Background: an optimization exercise with open tools, aiming at small area. Do not read the settings as production practice.
The RTL was checked by simulation tests, not by an equivalence proof against the original design.
Power and IR drop assume default switching activity.

Setup of the previous run:
==> flow/design.v (excerpt) <==
module irfc_core (
    input  wire       clk,
    input  wire       rst,        
    input  wire       tick,       
    input  wire       ir_in,      
    input  wire       estop_in,   
    output wire [1:0] dir_a,
    output wire [1:0] dir_b,
    output wire [7:0] pwm_a,
    output wire [7:0] pwm_b,
    output wire       acc_out,
    output wire [2:0] act_out
);
Size in the first run: roughly 29 I/O pins, roughly 2300 um2 of cells after synthesis.
clock: 10.0 ns
lec_check: 0
cap_margin: 20
core_margin: 2
core_utilization: 40
slew_margin: 20
buffer_ports_args: -buffer_cell sky130_fd_sc_hd__buf_1
cts_args: -sink_clustering_enable -repair_clock_nets -dont_use_dummy_load
standard.sh (not shown) runs the stock make flow with config.mk's settings and CLKGATE_MAP_FILE= SYNTH_SCRIPT=/design/flow/synth_recipe.tcl, a recipe that flattens the netlist after the stock synthesis.
==> flow/flow/run.sh <==
#!/bin/bash
# Own layout flow: the standard synthesis, then an area re-mapping of its
# combinational logic (registers kept as they are, by name and cell type),
# then the standard ORFS layout with small port buffers and a lean clock tree.
# Every tool's full output goes to a log file of its own in this folder.
set -euo pipefail
W=$PWD
F=$W/flow
R=$W/orfs/results/$FLOW_PLATFORM/irfc_core/base
YOSYS=$(command -v yosys || echo $FLOW_HOME/../tools/install/yosys/bin/yosys)
LIB=$FLOW_HOME/platforms/$FLOW_PLATFORM/lib/sky130_fd_sc_hd__tt_025C_1v80.lib

# layout settings beyond config.mk's
cat >> config.mk <<'CFG'
export BUFFER_PORTS_ARGS = -buffer_cell sky130_fd_sc_hd__buf_1
export CTS_ARGS = -sink_clustering_enable -repair_clock_nets -dont_use_dummy_load
CFG
[ -f $F/extra.mk ] && cat $F/extra.mk >> config.mk

# 1. the standard synthesis
bash standard.sh synth > $W/log_1_synth.log 2>&1

# 2. re-map its combinational logic for area, and prove it unchanged
cp $R/1_2_yosys.v $W/std_netlist.v
if REMAP_LIB=$LIB REMAP_IN=$W/std_netlist.v REMAP_OUT=$W/remap_netlist.v \
   REMAP_SCRIPT="${REMAP_SCRIPT-+strash;&get,-n;&deepsyn,-T,30;&put;dch,-f;map,-a;}" \
   $YOSYS -c $F/remap.tcl > $W/log_2_remap.log 2>&1 &&
   REMAP_LIB=$LIB GOLD=$W/std_netlist.v GATE=$W/remap_netlist.v \
   $YOSYS -c $F/equiv.tcl > $W/log_3_equiv.log 2>&1; then
  cp $W/remap_netlist.v $R/1_2_yosys.v
  rm -f $R/1_synth.odb $R/1_synth.sdc
  echo "remapped netlist in use"
else
  echo "remap or its proof failed: standard netlist kept"
fi

# 3. the standard layout from there
bash standard.sh > $W/log_4_layout.log 2>&1
==> flow/flow/remap.tcl <==
# Re-map the combinational logic of the standard synthesis netlist for area.
# Registers (and their instance names and cell types) are kept as they are.
yosys -import
set lib $::env(REMAP_LIB)
set in  $::env(REMAP_IN)
set out $::env(REMAP_OUT)
read_liberty -ignore_miss_func $lib
read_verilog $in
hierarchy -top irfc_core
# keep every sequential cell as an instance
set fh [open $in r]; set txt [read $fh]; close $fh
foreach c [lsort -unique [regexp -all -inline {sky130_fd_sc_hd__(?:df|edf|sdf|sedf)[a-z0-9_]+} $txt]] {
  setattr -mod -set keep_hierarchy 1 $c
}
flatten
opt_clean -purge
set dont {}
foreach p {*lpflow* *probe* *clkdly* *dlygate* *dlymetal* *clkbuf_* *clkinv*} { lappend dont -dont_use $p }
if {[info exists ::env(REMAP_SCRIPT)] && $::env(REMAP_SCRIPT) ne ""} { abc -liberty $lib {*}$dont -script $::env(REMAP_SCRIPT) } else { abc -liberty $lib {*}$dont }
opt_clean -purge
hilomap -singleton -hicell sky130_fd_sc_hd__conb_1 HI -locell sky130_fd_sc_hd__conb_1 LO
insbuf -buf sky130_fd_sc_hd__buf_1 A X
opt_clean -purge
select -module irfc_core
write_verilog -noattr -noexpr -nohex -nodec -selected $out
tee -o $out.stat stat -liberty $lib
Other scripts of this flow, unchanged in this note and not shown: flow/flow/equiv.tcl
The previous run went all the way through synthesis, placement and routing and the layout is clean on timing, DRC and antenna.
Edits applied to the flow inputs when going from the previous run to the current run:
# the previous run
export LEC_CHECK = 0
export CAP_MARGIN = 20
export CORE_MARGIN = 2
export CORE_UTILIZATION = 40
export SLEW_MARGIN = 20
export BUFFER_PORTS_ARGS = -buffer_cell sky130_fd_sc_hd__buf_1
export CTS_ARGS = -sink_clustering_enable -repair_clock_nets -dont_use_dummy_load
create_clock -name core_clock -period 10.0 [get_ports {clk}]
# the current run
export LEC_CHECK = 0
export CAP_MARGIN = 20
export CORE_MARGIN = 2
export CORE_UTILIZATION = 40
export SLEW_MARGIN = 20
export BUFFER_PORTS_ARGS = -buffer_cell sky130_fd_sc_hd__buf_1
export CTS_ARGS = -sink_clustering_enable -repair_clock_nets -dont_use_dummy_load -buf_list sky130_fd_sc_hd__clkbuf_8 -root_buf sky130_fd_sc_hd__clkbuf_8 -sink_clustering_size 50 -sink_clustering_max_diameter 500
create_clock -name core_clock -period 10.0 [get_ports {clk}]
diff --git a/flow/flow/run.sh b/flow/flow/run.sh
--- a/flow/flow/run.sh
+++ b/flow/flow/run.sh
@@ -25,3 +25,3 @@
 if REMAP_LIB=$LIB REMAP_IN=$W/std_netlist.v REMAP_OUT=$W/remap_netlist.v \
-   REMAP_SCRIPT="${REMAP_SCRIPT-+strash;&get,-n;&deepsyn,-T,30;&put;dch,-f;map,-a;}" \
+   REMAP_SCRIPT="${REMAP_SCRIPT-+strash;&get,-n;&deepsyn,-T,30;&dch,-f;&nf,-R,1000,-p;&put;}" \
    $YOSYS -c $F/remap.tcl > $W/log_2_remap.log 2>&1 &&
==> flow/flow/extra.mk (new file) <==
export CTS_ARGS = -sink_clustering_enable -repair_clock_nets -dont_use_dummy_load -buf_list sky130_fd_sc_hd__clkbuf_8 -root_buf sky130_fd_sc_hd__clkbuf_8 -sink_clustering_size 50 -sink_clustering_max_diameter 500
--- outcome ---
- The worst-case hold slack in the current run was lower than what the previous run gave.
- Higher combinational share of power was reported by the previous run, not the current run.
- Sort the current run and the previous run by highest cell delay on the worst timing path, descending, and the current run comes first.
- Compared with the previous run, the current run shows a combinational power that is about 3% lower.
- The current run and the previous run ended up with roughly the same clock input transition at the sequential cells of the worst setup and hold paths.

[re-timing with driven ports]
No port has a modelled driver above. Below, the same layouts with a new extraction and two added sets of constraints.
Step 1 (the two cells are an assumption about what drives the block):
set clk [get_ports {clk}]
set_driving_cell -lib_cell sky130_fd_sc_hd__clkbuf_16 $clk
set_driving_cell -lib_cell sky130_fd_sc_hd__buf_2 [delete_from_list [all_inputs] $clk]
Step 2 moves the port delays by t, midway between the first and last clock arrival at a register: inputs arrive t later, outputs are due t later. That takes back most of the time a late clock gives input paths.
Slacks: ideal / step 1 / step 2; pairs: ideal / step 1.
run | shift t [ns] | setup slack, ns | latest minus earliest clock arrival (ns) | cell pins on the clock port's net
the previous run | 0.311 | 5.913 / 5.920 / 5.609 | 0.013 / 0.013 | 1
the current run | 0.322 | 5.509 / 5.519 / 5.197 | 0.020 / 0.020 | 1
After both steps every run listed still meets setup and hold. The setup slack of the current run, which loses most, moves by +0.010 ns with the drivers and by -0.312 ns with both steps.
